Context: an optimization exercise on an open-source flow, tuned for a short achievable clock period and few clock cycles. The choices shown serve that exercise and are no tape-out recipe.
In this exercise RTL edits were held to simulation tests only and were not proved equivalent to the original.
Power and IR drop assume default switching activity.

==> design/flow/design.v <==
module vm16_core (
    input  wire        clk,
    input  wire        rst,
    output reg         mem_valid,
    output reg         mem_we,
    output reg  [14:0] mem_addr,
    output reg  [15:0] mem_wdata,
    input  wire [15:0] mem_rdata,
    input  wire        mem_ready,
    output reg         out_valid,
    output reg  [7:0]  out_byte,
    output reg         retire_valid,
    output reg  [14:0] retire_pc,
    output reg         retire_we,
    output reg  [2:0]  retire_rd,
    output reg  [15:0] retire_wdata,
    output reg         halted,
    output reg         faulted
);
    localparam OP_LUI   = 3'd0;
    localparam OP_AUIPC = 3'd1;
    localparam OP_JALR  = 3'd2;
    localparam OP_BEQ   = 3'd3;
    localparam OP_LW    = 3'd4;
    localparam OP_SW    = 3'd5;
    localparam OP_ADDI  = 3'd6;
    localparam OP_MATH  = 3'd7;
    localparam ALT_ADD  = 3'd0;
    localparam ALT_SUB  = 3'd1;
    localparam ALT_SLL  = 3'd2;
    localparam ALT_SRL  = 3'd3;
    localparam ALT_NAND = 3'd4;
    localparam ALT_AND  = 3'd5;
    localparam ALT_OR   = 3'd6;
    localparam ALT_LT   = 3'd7;
    reg  [15:0] regs [1:7];   
    reg  [14:0] fpc;          
    reg         iv;           
    reg  [15:0] ir;
    reg  [14:0] ipc;          
    reg         mv;           
    reg         m_sw;
    reg  [2:0]  m_rd;
    reg  [14:0] m_ea;
    reg  [14:0] m_pc;
    wire stop = halted | faulted;
    wire [2:0]  op   = ir[2:0];
    wire [2:0]  rd   = ir[5:3];
    wire [2:0]  r1   = ir[8:6];
    wire [2:0]  alt  = ir[11:9];
    wire [2:0]  r2   = ir[15:13];
    wire [15:0] imu  = {ir[15:6], 6'b0};             
    wire [15:0] im7  = {{9{ir[15]}}, ir[15:9]};      
    wire [15:0] x_rd = (rd == 3'd0) ? 16'd0 : regs[rd];
    wire [15:0] x_r1 = (r1 == 3'd0) ? 16'd0 : regs[r1];
    wire [15:0] x_r2 = (r2 == 3'd0) ? 16'd0 : regs[r2];
    wire [14:0] pc_inc = ipc + 15'd1;                
    wire [15:0] link   = {1'b0, pc_inc} + 16'd1;     
    wire [15:0] ea     = x_r1 + im7;                 
    wire        ea_one = (x_r1 == (16'd1 - im7));
    wire [15:0] sum  = x_r1 + x_r2;
    wire [15:0] diff = x_r1 - x_r2;
    wire        big  = |x_r2[15:4];
    reg  [15:0] math_res;
    always @(*) begin
        case (alt)
            ALT_ADD:  math_res = sum;
            ALT_SUB:  math_res = diff;
            ALT_SLL:  math_res = big ? 16'd0 : (x_r1 << x_r2[3:0]);
            ALT_SRL:  math_res = big ? 16'd0 : (x_r1 >> x_r2[3:0]);
            ALT_NAND: math_res = ~(x_r1 & x_r2);
            ALT_AND:  math_res = x_r1 & x_r2;
            ALT_OR:   math_res = x_r1 | x_r2;
            default:  math_res = (x_r1 < x_r2) ? 16'd1 : 16'd0;
        endcase
    end
    wire [14:0] br_tgt  = pc_inc + im7[14:0];
    wire        jl_self = (rd != 3'd0) && (rd == r1);
    wire [14:0] jl_tgt  = (jl_self ? link[14:0] : x_r1[14:0]) + im7[14:0];
    wire        taken   = (x_rd == x_r1);
    reg [15:0] exec_res;
    reg        exec_we;
    always @(*) begin
        exec_res = 16'd0;
        exec_we  = 1'b0;
        case (op)
            OP_LUI:   begin exec_res = imu;                   exec_we = 1'b1; end
            OP_AUIPC: begin exec_res = {1'b0, pc_inc} + imu;  exec_we = 1'b1; end
            OP_JALR:  begin exec_res = link;                  exec_we = 1'b1; end
            OP_ADDI:  begin exec_res = x_r1 + im7;            exec_we = 1'b1; end
            OP_MATH:  begin exec_res = math_res;              exec_we = 1'b1; end
            default: ;
        endcase
    end
    wire is_mem   = (op == OP_LW) || (op == OP_SW);
    wire port_st  = (op == OP_SW) && ea_one;
    wire bus_mem  = is_mem && !port_st && !ea[15];     
    wire redirect = (op == OP_JALR) || (op == OP_BEQ && taken);
    wire [14:0] npc = (op == OP_JALR) ? jl_tgt : (op == OP_BEQ && taken) ? br_tgt : pc_inc;
    wire m_cyc   = mv;                                
    wire f_cyc   = !mv && !stop;                      
    wire got     = f_cyc && mem_ready;                
    wire m_done  = m_cyc && mem_ready;
    wire ex      = iv && !mv && !stop;                
    wire fault   = ex && is_mem && ea[15];
    wire halted_n  = halted | (ex && !is_mem && npc == 15'd0) | (ex && port_st && pc_inc == 15'd0)
                   | (m_done && m_pc == 15'h7FFF);
    wire faulted_n = faulted | fault;
    reg         n_mv;
    reg  [14:0] n_fpc;
    always @(*) begin
        n_mv  = mv;
        n_fpc = fpc;
        if (m_cyc) begin
            if (mem_ready) n_mv = 1'b0;
        end else if (ex && redirect) begin
            n_fpc = npc;
        end else begin
            if (got) n_fpc = fpc + 15'd1;
            if (ex && bus_mem) n_mv = 1'b1;
        end
    end
    always @(posedge clk) begin
        if (rst) begin
            fpc          <= 15'h0010;
            iv           <= 1'b0;
            mv           <= 1'b0;
            halted       <= 1'b0;
            faulted      <= 1'b0;
            retire_valid <= 1'b0;
            out_valid    <= 1'b0;
            mem_valid    <= 1'b1;
            mem_we       <= 1'b0;
            mem_addr     <= 15'h0010;
        end else begin
            if ((m_cyc && !mem_ready) || (ex && bus_mem))
                mem_valid <= 1'b1;
            else
                mem_valid <= !(halted_n || faulted_n);
            retire_valid <= 1'b0;
            out_valid    <= 1'b0;
            fpc          <= n_fpc;
            mv           <= n_mv;
            if (m_done) begin
                retire_valid <= 1'b1;
                retire_pc    <= m_pc;
                retire_we    <= !m_sw && (m_rd != 3'd0);
                retire_rd    <= m_rd;
                retire_wdata <= mem_rdata;
                if (!m_sw && m_rd != 3'd0)
                    regs[m_rd] <= mem_rdata;
                if (m_sw && iv && ipc == m_ea)
                    ir <= mem_wdata;
            end
            if (ex) begin
                if (fault) begin
                    faulted <= 1'b1;
                end else if (is_mem) begin
                    if (port_st) begin
                        retire_valid <= 1'b1;
                        retire_pc    <= ipc;
                        retire_we    <= 1'b0;
                        out_valid    <= (x_rd != 16'd0);
                        out_byte     <= x_rd[7:0];
                        if (pc_inc == 15'd0) halted <= 1'b1;
                    end else begin
                        m_sw   <= (op == OP_SW);
                        m_rd   <= rd;
                        m_ea   <= ea[14:0];
                        m_pc   <= ipc;
                        mem_wdata <= x_rd;
                    end
                end else begin
                    retire_valid <= 1'b1;
                    retire_pc    <= ipc;
                    retire_we    <= exec_we && (rd != 3'd0);
                    retire_rd    <= rd;
                    retire_wdata <= exec_res;
                    if (exec_we && rd != 3'd0)
                        regs[rd] <= exec_res;
                    if (npc == 15'd0) halted <= 1'b1;
                end
            end
            if (m_done && m_pc == 15'h7FFF) halted <= 1'b1;
            if (!m_cyc) begin
                if (ex && (redirect || fault || (port_st && pc_inc == 15'd0))) begin
                    iv <= 1'b0;
                end else if (got) begin
                    iv  <= 1'b1;
                    ir  <= mem_rdata;
                    ipc <= fpc;
                end else if (ex) begin
                    iv <= 1'b0;
                end
            end else if (m_done && m_pc == 15'h7FFF) begin
                iv <= 1'b0;
            end
            mem_we   <= 1'b0;
            mem_addr <= n_fpc;
            if (m_cyc && !mem_ready) begin
                mem_we   <= m_sw;
                mem_addr <= m_ea;
            end else if (ex && bus_mem) begin
                mem_we   <= (op == OP_SW);
                mem_addr <= ea[14:0];
            end
        end
    end
endmodule
==> design/flow/run.sh <==
#!/bin/bash
# synth_recipe.tcl (not shown) runs the flow's synth.tcl, then flattens the netlist and writes it again
# the make line also repeats each setting of config.mk as NAME=value (left out here)
make -C /OpenROAD-flow-scripts/flow DESIGN_CONFIG=/design/flow/config.mk WORK_HOME=/design/flow/orfs CLKGATE_MAP_FILE= SYNTH_SCRIPT=/design/flow/synth_recipe.tcl finish
==> design/flow/config.mk <==
export PLATFORM = sky130hd
export DESIGN_NAME = vm16_core
export DESIGN_NICKNAME = vm16_core
export VERILOG_FILES = /design/flow/design.v
export SDC_FILE = /design/flow/constraint.sdc
export NUM_CORES = 4
export LEC_CHECK = 0
export CAP_MARGIN = 20
export CORE_MARGIN = 2
export CORE_UTILIZATION = 40
export SLEW_MARGIN = 20
==> design/flow/constraint.sdc <==
create_clock -name core_clock -period 10.0 [get_ports {clk}]
set_input_delay 2.0000 -clock core_clock [delete_from_list [all_inputs] [get_ports {clk}]]
set_output_delay 2.0000 -clock core_clock [all_outputs]
set_load 0.01 [all_outputs]
==> key figures, run 1 <==
Pwr
  – Peak supply drop: 0.198 mV
  – Power Density: 203 nW/um^2
  – Leakage: 0.00950 uW

Synth
  – Syn nets: 2331
  – Warnings, synthesis: 1
  – Asr flop ratio synth: 0%
  – Syn Inst Count: 2200
  – Top cell type's share of synthesized area: 33.0%
  – Synth cell types: 89
  – Post-synthesis average cell area: 9.76 sq um
  – Most frequent cell after synthesis: nor2_1
  – Most used DFF post-synth: edfxtp_1
  – Register area share after synthesis: 37.4%
  – Mapped cell area: 21500 sq um
  – Post-synth EDFFs: 236
  – Flops & latches, synth: 283
  – Synth area leaders: edfxtp_1 33%, mux2i_1 8.6%, ha_1 6.2%, mux4_2 4.5%, dfxtp_1 4.4%
  – Leading area contributor after synthesis: edfxtp_1
  – Most frequent cells after synthesis: 246 x nor2_1, 236 x edfxtp_1, 185 x mux2i_1

Critical path
  – Setup CP Type: reg -> reg
  – Crit Reg-Reg Startpoint: ir[6]
  – Number of buffers and inverters on the critical path: 1
  – Worst R2R Path Depth: 18
  – Crit path launch type: flop
  – Maximum fanout along the worst path: 10
  – Slowest-stage cell, CP: a211oi_1
  – Reg2Reg Capture Point: regs[3][14]
  – Critical Path RT: 10260 ps
  – Critical path's largest stage delay: 890 ps
  – CP cell instances: or3_1 -> and2_1 -> a22oi_1 -> inv_1 -> ha_1 -> fa_1 -> a21o_1 -> a21oi_1 -> o21bai_1 -> nand3_1 -> a21boi_0 -> o31a_1 -> o41ai_1 -> o21bai_1 -> mux2i_1 -> nor2_1 -> a211oi_1 -> a21oi_1
  – Element type at the critical path end: flop
  – Worst path top cell family by delay: compound AO/OA/AOI/OAI gates
  – Setup slack, reg-to-reg: 2940 ps
  – Critical path arrival: 7320 ps

Detailed routing
  – Highest routed layer: met4
  – Met1 WL: 35300 um
  – Via Count: 18576
  – Remaining antenna violation count: 0
  – WL final: 80200 um
  – WL per Instance: 27.0 um
  – DRT Pass-1 Iters: 8
  – Metal2 WL: 35900 um
  – DRC errors left: 0
  – DR vias/cell: 6.26
  – DR iter-0 viols: 2201
  – Routed wl met3: 5890 um

Finish
  – Final #Nets: 2388
  – Fin cells: 2969
  – Layout cell share with drive strength beyond 1: 9.64%
  – P&R area growth vs syn: 13.3%
  – Fin area: 24300 sq um
  – ANT cells: 0

STA
  – Pins over their slew limit: 0
  – Setup repair after global routing missed its margin: false
  – Final worst clock skew: 42.9 ps
  – Worst-Margin Slew: 1180 ps
  – Fmax: 142 MHz
  – Final Hold Viols: 0
  – Final worst slack: 2940 ps
  – Post-route setup TNS: 0 ps
  – Final period utilization: 70.6%
  – Setup-failing EPs final: 0
  – Slew HR: 20.8%
  – Crit path time final: 7060 ps

CTS
  – Clock transition at path regs: 70 ps
  – CTS tree: built
  – H-tree depth: 1
  – CTS Buffer Depth: 3
  – Clock root buffer: clkbuf_16
  – Number of clock sinks: 283
  – Post-CTS Setup Inserts: 0
  – Post-CTS sizing: 0
  – Worst-Skew Late Latency: 620 ps
  – Hold buffer count at cts: 0
  – CTS Buf Count: 31

Placed design
  – Number of instances in the placed design: 2912
  – Final GP Congestion: 0.965
  – Port bufs: 98
  – HPWL after detailed placement: 59900 um
  – Placed Area: 23200 sq um
  – Placement Setup Slack: 3390 ps

Min path
  – Hold path startpoint: fpc[14]
  – Worst hold path depth: 0
  – Hold EP: ipc[14]
  – Worst Hold Class: reg -> reg

Global routing
  – Antenna violations before repair: 0
  – GRT overflow: 0
  – Vias in the first global route: 17662
  – All-Layer GR Usage: 28.0%
  – Largest net degree at the start of global routing: 73
  – First-pass GRT wire length: 118000 um

Die
  – Die height: 236 um
  – Core Rows: 84
  – Die X: 236 um
  – Core region area: 52900 sq um
  – I/O Pins: 99
  – Initial core utilization: 40.6%
  – Die area: 55600 sq um

Outcome
  – Status: timing/DRC/antenna clean

Job
  – Max Cap Violations: 0
through the flow:
| step | utilization (%) | hold WS (ps) | total power [uW] |
|---|---|---|---|
| 6_report | 46.0 | 491 | 4940 |
| 3_5_place_dp | 43.9 | 479 | 3640 |
| 2_1_floorplan | - | 421 | 2910 |
| 3_3_place_gp | 43.9 | 469 | 3630 |
| 5_1_grt | 46.0 | 509 | 5160 |
| 4_1_cts | 46.0 | 494 | 4900 |
power by group:
part           internal (uW)  switching (uW)  total, uW  leakage, uW
sequential              1380            62.5       1440      0.00255
combinational            818            1430       2240      0.00641
clock                    750             510       1260     0.000539
total                   2950            2000       4940      0.00950
registers in the layout, summed over array words and instances (netlist names), 3 cells and up, named ones only:
signal / cells
mem_addr: 15
retire_pc: 15
m_pc: 15
retire_wdata: 16
m_rd: 3
out_byte: 8
regs: 112
ipc: 15
retire_rd: 3
fpc: 15
mem_wdata: 16
ir: 16
m_ea: 15
metal layers:
| layer | track usage [%] | vias up |
|---|---|---|
| met3 | 3.75 | 151 |
| li1 | - | 8374 |
| met4 | 10.1 | 0 |
| met5 | 0 | - |
| met1 | 39.6 | 9166 |
| met2 | 43.9 | 885 |
layout make-up:
| class | count | area, sq um |
|---|---|---|
| sequential | 283 | 8040 |
| multi-input combinational | 1685 | 12500 |
| clock inverter | 18 | 274 |
| inverter | 99 | 373 |
| tap | 688 | 861 |
| timing repair buffer | 157 | 1420 |
| clock buffer | 39 | 836 |
| fill | 4941 | 28500 |
cells by family after synthesis:
kind of cell / after synthesis / synth area share (%)
adders and majority gates: 112 / 6.74
and+or+nand+nor: 624 / 13.8
buffers and inverters: 232 / 4.55
xor gates and xnor gates: 129 / 5.26
DFF: 283 / 37.4
AOI/OAI and AO/OA: 562 / 17.2
muxes: 258 / 15.1
worst reg2reg max path: stages, from the launching register on:
cell,delay [ps]
edfxtp_1,480
or3_1,670
and2_1,420
a22oi_1,660
inv_1,240
ha_1,280
fa_1,450
a21o_1,230
a21oi_1,230
o21bai_1,120
nand3_1,90
a21boi_0,120
o31a_1,280
o41ai_1,590
o21bai_1,160
mux2i_1,310
nor2_1,90
a211oi_1,890
a21oi_1,370
placed cells by master (no fill, tap or decap), types with 7 or more instances in the layout:
master,Yosys,routed
o21ai_0,109,103
inv_1,94,93
o21a_1,12,12
o22ai_1,40,40
a2bb2oi_1,12,12
a222oi_1,7,7
and3_1,22,22
a211oi_1,54,54
o221ai_1,9,9
a22oi_1,22,22
nand2b_1,14,14
nor3_1,48,47
nand3_1,45,45
nor2b_1,24,24
nor2_1,246,244
a21boi_0,7,7
and2_1,34,33
ha_1,106,106
nand2_1,97,96
a21oi_1,146,145
clkdlybuf4s50_1,0,98
o21ai_1,7,10
mux4_2,43,43
buf_4,3,59
xor2_1,52,52
clkbuf_16,0,31
mux2i_1,185,185
and2_0,10,10
a31oi_1,17,17
edfxtp_1,236,236
o21bai_1,8,8
nand4_1,24,24
dfxtp_1,47,41
xnor2_1,77,77
mux2_2,25,25
a21o_1,23,22
nor4_1,19,18
or3_1,12,12
nor3b_1,7,7
o211ai_1,12,12
worst max path at each step:
stage	start	to	slack (ps)	cells after the start
after floorplan	ir[7]	m_ea[0]	4080	19
after global placement	flop	retire_pc[14]	3520	17
after detailed placement	ir[6]	retire_pc[10]	3390	16
after CTS	ir[6]	retire_pc[14]	3320	17
after global routing	ir[6]	regs[3][14]	2770	18
final	ir[6]	regs[3][14]	2940	18
Testbench counts, summed over its fixed seeds: cycles 35,494.
==> run 2: changes to the inputs <==
--- a/design/flow/design.v
+++ b/design/flow/design.v
@@ -38,6 +38,7 @@
     reg         iv;           
     reg  [15:0] ir;
     reg  [14:0] ipc;          
+    reg         ip;           
     reg         mv;           
     reg         m_sw;
     reg  [2:0]  m_rd;
@@ -95,7 +96,7 @@
     wire is_mem   = (op == OP_LW) || (op == OP_SW);
     wire port_st  = (op == OP_SW) && ea_one;
     wire bus_mem  = is_mem && !port_st && !ea[15];     
-    wire redirect = (op == OP_JALR) || (op == OP_BEQ && taken);
+    wire redirect = (op == OP_JALR) || (op == OP_BEQ && (taken != ip));
     wire [14:0] npc = (op == OP_JALR) ? jl_tgt : (op == OP_BEQ && taken) ? br_tgt : pc_inc;
     wire m_cyc   = mv;                                
     wire f_cyc   = !mv && !stop;                      
@@ -103,6 +104,10 @@
     wire m_done  = m_cyc && mem_ready;
     wire ex      = iv && !mv && !stop;                
     wire fault   = ex && is_mem && ea[15];
+    wire [14:0] fpc_inc = fpc + 15'd1;
+    wire        f_bwd   = (mem_rdata[2:0] == OP_BEQ) && mem_rdata[15];
+    wire [14:0] f_tgt   = fpc_inc + {{8{mem_rdata[15]}}, mem_rdata[15:9]};
+    wire        patch   = m_done && m_sw && iv && (ipc == m_ea);
     wire halted_n  = halted | (ex && !is_mem && npc == 15'd0) | (ex && port_st && pc_inc == 15'd0)
                    | (m_done && m_pc == 15'h7FFF);
     wire faulted_n = faulted | fault;
@@ -113,10 +118,11 @@
         n_fpc = fpc;
         if (m_cyc) begin
             if (mem_ready) n_mv = 1'b0;
+            if (patch) n_fpc = ipc + 15'd1;
         end else if (ex && redirect) begin
             n_fpc = npc;
         end else begin
-            if (got) n_fpc = fpc + 15'd1;
+            if (got) n_fpc = f_bwd ? f_tgt : fpc_inc;
             if (ex && bus_mem) n_mv = 1'b1;
         end
     end
@@ -149,8 +155,10 @@
                 retire_wdata <= mem_rdata;
                 if (!m_sw && m_rd != 3'd0)
                     regs[m_rd] <= mem_rdata;
-                if (m_sw && iv && ipc == m_ea)
+                if (patch) begin
                     ir <= mem_wdata;
+                    ip <= 1'b0;
+                end
             end
             if (ex) begin
                 if (fault) begin
@@ -189,6 +197,7 @@
                     iv  <= 1'b1;
                     ir  <= mem_rdata;
                     ipc <= fpc;
+                    ip  <= f_bwd;
                 end else if (ex) begin
                     iv <= 1'b0;
                 end
==> run 2 against run 1 <==
Net effect:
- design area is 7.8% higher
- setup slack better by 380 ps
- highest routed layer is now met5
- critical path type unchanged
- area after synthesis is 8.3% higher
- register-to-register slack better by 380 ps
- largest power group unchanged
==> key figures, run 2 <==
Finish
  – Final #Nets: 2656 (+11%)
  – Fin cells: 3299 (+11%)
  – P&R area growth vs syn: 12.6%
  – Most frequent cells in the layout: 243 x nor2_1, 237 x edfxtp_1, 176 x nand2_1, 168 x mux2i_1, 164 x a21oi_1
  – # fillers: 5493 (+11%)
  – Max reg flops: 112 (unchanged)
  – ANT cells: 0 (unchanged)
  – Commonest non-fill, non-tap cell in the layout: nor2_1
  – Largest reg by FF count: regs
  – Layout cell share with drive strength beyond 1: 10.6% (+0.93 points)

Synth
  – Synth Area in Compound Gates: 19.7% (+2.5 points)
  – Xor/xnor share of the synthesized area: 4.95% (-0.31 points)
  – Top cell type's share of synthesized area: 30.6% (-2.4 points)
  – Synth area leaders: edfxtp_1 31%, mux2i_1 7.2%, ha_1 6.5%, mux4_2 4.6%, dfxtp_1 4.0%
  – Post-synthesis average cell area: 9.46 sq um (-3.1%)
  – Register area share after synthesis: 34.6% (-2.7 points)
  – Syn Inst Count: 2460 (+12%)
  – Main combinational cell family by area after synthesis: compound AO/OA/AOI/OAI gates
  – Warnings, synthesis: 1 (unchanged)
  – Mux cell area share after synthesis: 12.6% (-2.5 points)
  – Simple-gate share of the synthesized area: 16.3% (+2.5 points)
  – Most used DFF post-synth: edfxtp_1
  – Syn nets: 2607 (+12%)
  – Mapped cell area: 23300 sq um (+8.3%)
  – Synth cell types: 103 (+16%)
  – Asr flop ratio synth: 0% (unchanged)
  – Flops & latches, synth: 284 (+0.35%)
  – Leading area contributor after synthesis: edfxtp_1
  – Most frequent cell after synthesis: nor2_1
  – Post-Synth Adder-Cell Area: 7.11% (+0.37 points)
  – Most frequent cells after synthesis: 247 x nor2_1, 237 x edfxtp_1, 177 x nand2_1
  – Post-synth EDFFs: 237 (+0.42%)

Die
  – I/O Pins: 99 (unchanged)
  – Die X: 245 um (+4.0%)
  – Initial core utilization: 40.4% (-0.22 points)
  – Die height: 245 um (+4.0%)
  – Core Rows: 88 (+4.8%)
  – Core region area: 57600 sq um (+8.9%)
  – Die area: 60100 sq um (+8.2%)

STA
  – Setup repair after global routing missed its margin: false
  – Pins over their slew limit: 0 (unchanged)
  – Crit path time final: 6680 ps (-379 ps)
  – Fmax: 150 MHz (+5.7%)
  – Setup-failing EPs final: 0 (unchanged)
  – Final period utilization: 66.8% (-3.8 points)
  – Post-route setup TNS: 0 ps (unchanged)
  – Final Hold Viols: 0 (unchanged)
  – Hold Slack: 487 ps (-4.00 ps)
  – Worst-Margin Slew: 1250 ps (+73.4 ps)
  – Slew HR: 14.6% (-6.2 points)
  – Final worst clock skew: 32.9 ps (-10.0 ps)

Global routing
  – GRT overflow: 0 (unchanged)
  – Vias in the first global route: 20365 (+15%)
  – First-pass GRT wire length: 139000 um (+17%)
  – Largest net degree at the start of global routing: 55 (-25%)
  – Antenna violations before repair: 3 (+3)
  – All-Layer GR Usage: 31.0% (+3.0 points)

Placed design
  – Port bufs: 98 (unchanged)
  – HPWL after detailed placement: 71700 um (+20%)
  – Final GP Congestion: 0.999 (+3.6%)
  – Number of instances in the placed design: 3241 (+11%)

CTS
  – H-tree depth: 1 (unchanged)
  – Post-CTS sizing: 0 (unchanged)
  – CTS tree: built
  – Clock transition at path regs: 60 ps (about the same)
  – Clock root buffer: clkbuf_16
  – Hold buffer count at cts: 0 (unchanged)
  – Worst-Skew Late Latency: 620 ps (about the same)
  – Number of clock sinks: 284 (+0.35%)
  – CTS Buffer Depth: 3 (unchanged)
  – Post-CTS Setup Inserts: 0 (unchanged)
  – CTS Buf Count: 31 (unchanged)

Critical path
  – Crit Reg-Reg Startpoint: ir[13]
  – Setup CP Type: reg -> reg
  – Worst Setup EP: regs[7][10]
  – Maximum fanout along the worst path: 21 (+11)
  – Critical path arrival: 6890 ps (-430 ps)
  – Worst R2R Path Depth: 17 (-1)
  – Setup slack, reg-to-reg: 3320 ps (+380 ps)
  – Critical Path RT: 10210 ps (-50 ps)
  – Crit path launch type: flop
  – Element type at the critical path end: flop
  – Reg2Reg Capture Point: regs[7][10]
  – Worst Setup SP: ir[13]

Pwr
  – Sequential share of power: 26.7% (-2.4 points)
  – Internal: 3210 uW (+8.9%)
  – Comb power frac: 51.7% (+6.3 points)
  – Psw: 2510 uW (+26%)
  – Leakage: 0.0102 uW (+7.0%)
  – Peak supply drop: 0.209 mV (+5.3%)
  – Power Density: 218 nW/um^2 (+7.4%)
  – Power Total: 5720 uW (+16%)
  – Sw Share: 43.9% (+3.5 points)
  – Clock share of power: 21.7% (-3.8 points)

Detailed routing
  – DR vias/cell: 6.47 (+3.4%)
  – Via Count: 21350 (+15%)
  – WL final: 95300 um (+19%)
  – WL per Instance: 28.9 um (+7.0%)
  – DR iter-0 viols: 2580 (+17%)
  – DRT Pass-1 Iters: 6 (-2)
  – Remaining antenna violation count: 0 (unchanged)
  – DRC errors left: 0 (unchanged)

Min path
  – Hold path startpoint: fpc[14]
  – Worst Hold Class: reg -> reg

Outcome
  – Status: timing/DRC/antenna clean

Job
  – Max Cap Violations: 0 (unchanged)
## run 2: cells by family after synthesis
group                      after synthesis
adders and majority gates              128
xor gates and xnor gates               130
muxes                                  231
buffers and inverters                  254
AOI/OAI and AO/OA                      666
DFF                                    284
and+or+nand+nor                        767
## run 2: worst min path at each step
stage | to | slack, ps | depth (start not counted)
2_1_floorplan | ipc[12] | 410 | 0
3_3_place_gp | ipc[14] | 480 | 0
3_5_place_dp | ipc[14] | 480 | 0
5_1_grt | ipc[14] | 510 | 0
4_1_cts | ipc[14] | 490 | 0
6_report | ipc[14] | 490 | 0
## run 2: cell type report
cell class                 instances  area, sq um  area share, %
sequential                       284         8070           30.8
tap                              765          957           3.65
clock inverter                    19          216          0.826
timing repair buffer             174         1550           5.92
inverter                          96          362           1.38
multi-input combinational       1922        14200           54.1
clock buffer                      39          886           3.38
## run 2: critical path, stage by stage (launching register included)
cell      delay, ps
edfxtp_1        750
nor3_1          900
a21o_1          150
buf_4           310
inv_2           280
ha_1            320
fa_1            450
nand2b_1        190
a21oi_1         220
o21ai_0         210
a211oi_1        370
nor3_1          110
xnor2_1         150
a22o_1          230
nand2_1          60
a31oi_1         140
a211oi_1        880
a21oi_1         540
## run 2: metrics by stage
| step | cell area, sq um | setup slack [ps] | utilization (%) |
|---|---|---|---|
| floorplan | 23300 | 3410 | - |
| global placement | 25100 | 3620 | 43.6 |
| detailed placement | 25100 | 3550 | 43.6 |
| CTS | 26200 | 3520 | 45.5 |
| global route | 26200 | 3120 | 45.5 |
| finish | 26200 | 3320 | 45.5 |
## run 2: routing by layer
| layer | part of all wire [%] | vias up | track usage (%) |
|---|---|---|---|
| met5 | 0.021 | - | 0 |
| met4 | 5.8 | 4 | 15.2 |
| li1 | - | 9480 | - |
| met1 | 40 | 10357 | 41.5 |
| met3 | 8.9 | 265 | 5.23 |
| met2 | 45 | 1244 | 48.6 |
## run 2: power by group through the flow
stage | registers [uW] | logic, uW | clock network [uW]
floorplan | 1510 | 1920 | 0
global placement | 1540 | 2860 | 0
detailed placement | 1550 | 2860 | 0
CTS | 1520 | 2880 | 1250
global route | 1530 | 3140 | 1300
finish | 1530 | 2960 | 1240
Testbench counts of run 2, summed over its fixed seeds: cycles 32,035.

## afterwards: timing with drivers on the ports
The results above use ideal ports. As a check the final layouts listed here were re-extracted and re-timed, cells and wires unchanged.
Step 1, drivers: a clkbuf_16 drives clk and a buf_2 each remaining input, both assumed.
Step 2 moves the port delays by t, midway between the first and last clock arrival at a register: inputs arrive t later, outputs are due t later. That takes back most of the time a late clock gives input paths.
Three values: no drivers, after step 1, after step 2; two values: the first two.
run	t (ns)	setup WS [ns]	hold WS [ns]
run 1	0.659	2.941 / 2.941 / 2.941	0.491 / 0.491 / 0.491
run 2	0.659	3.320 / 3.320 / 3.320	0.487 / 0.487 / 0.487
After both steps every run listed still meets setup and hold.
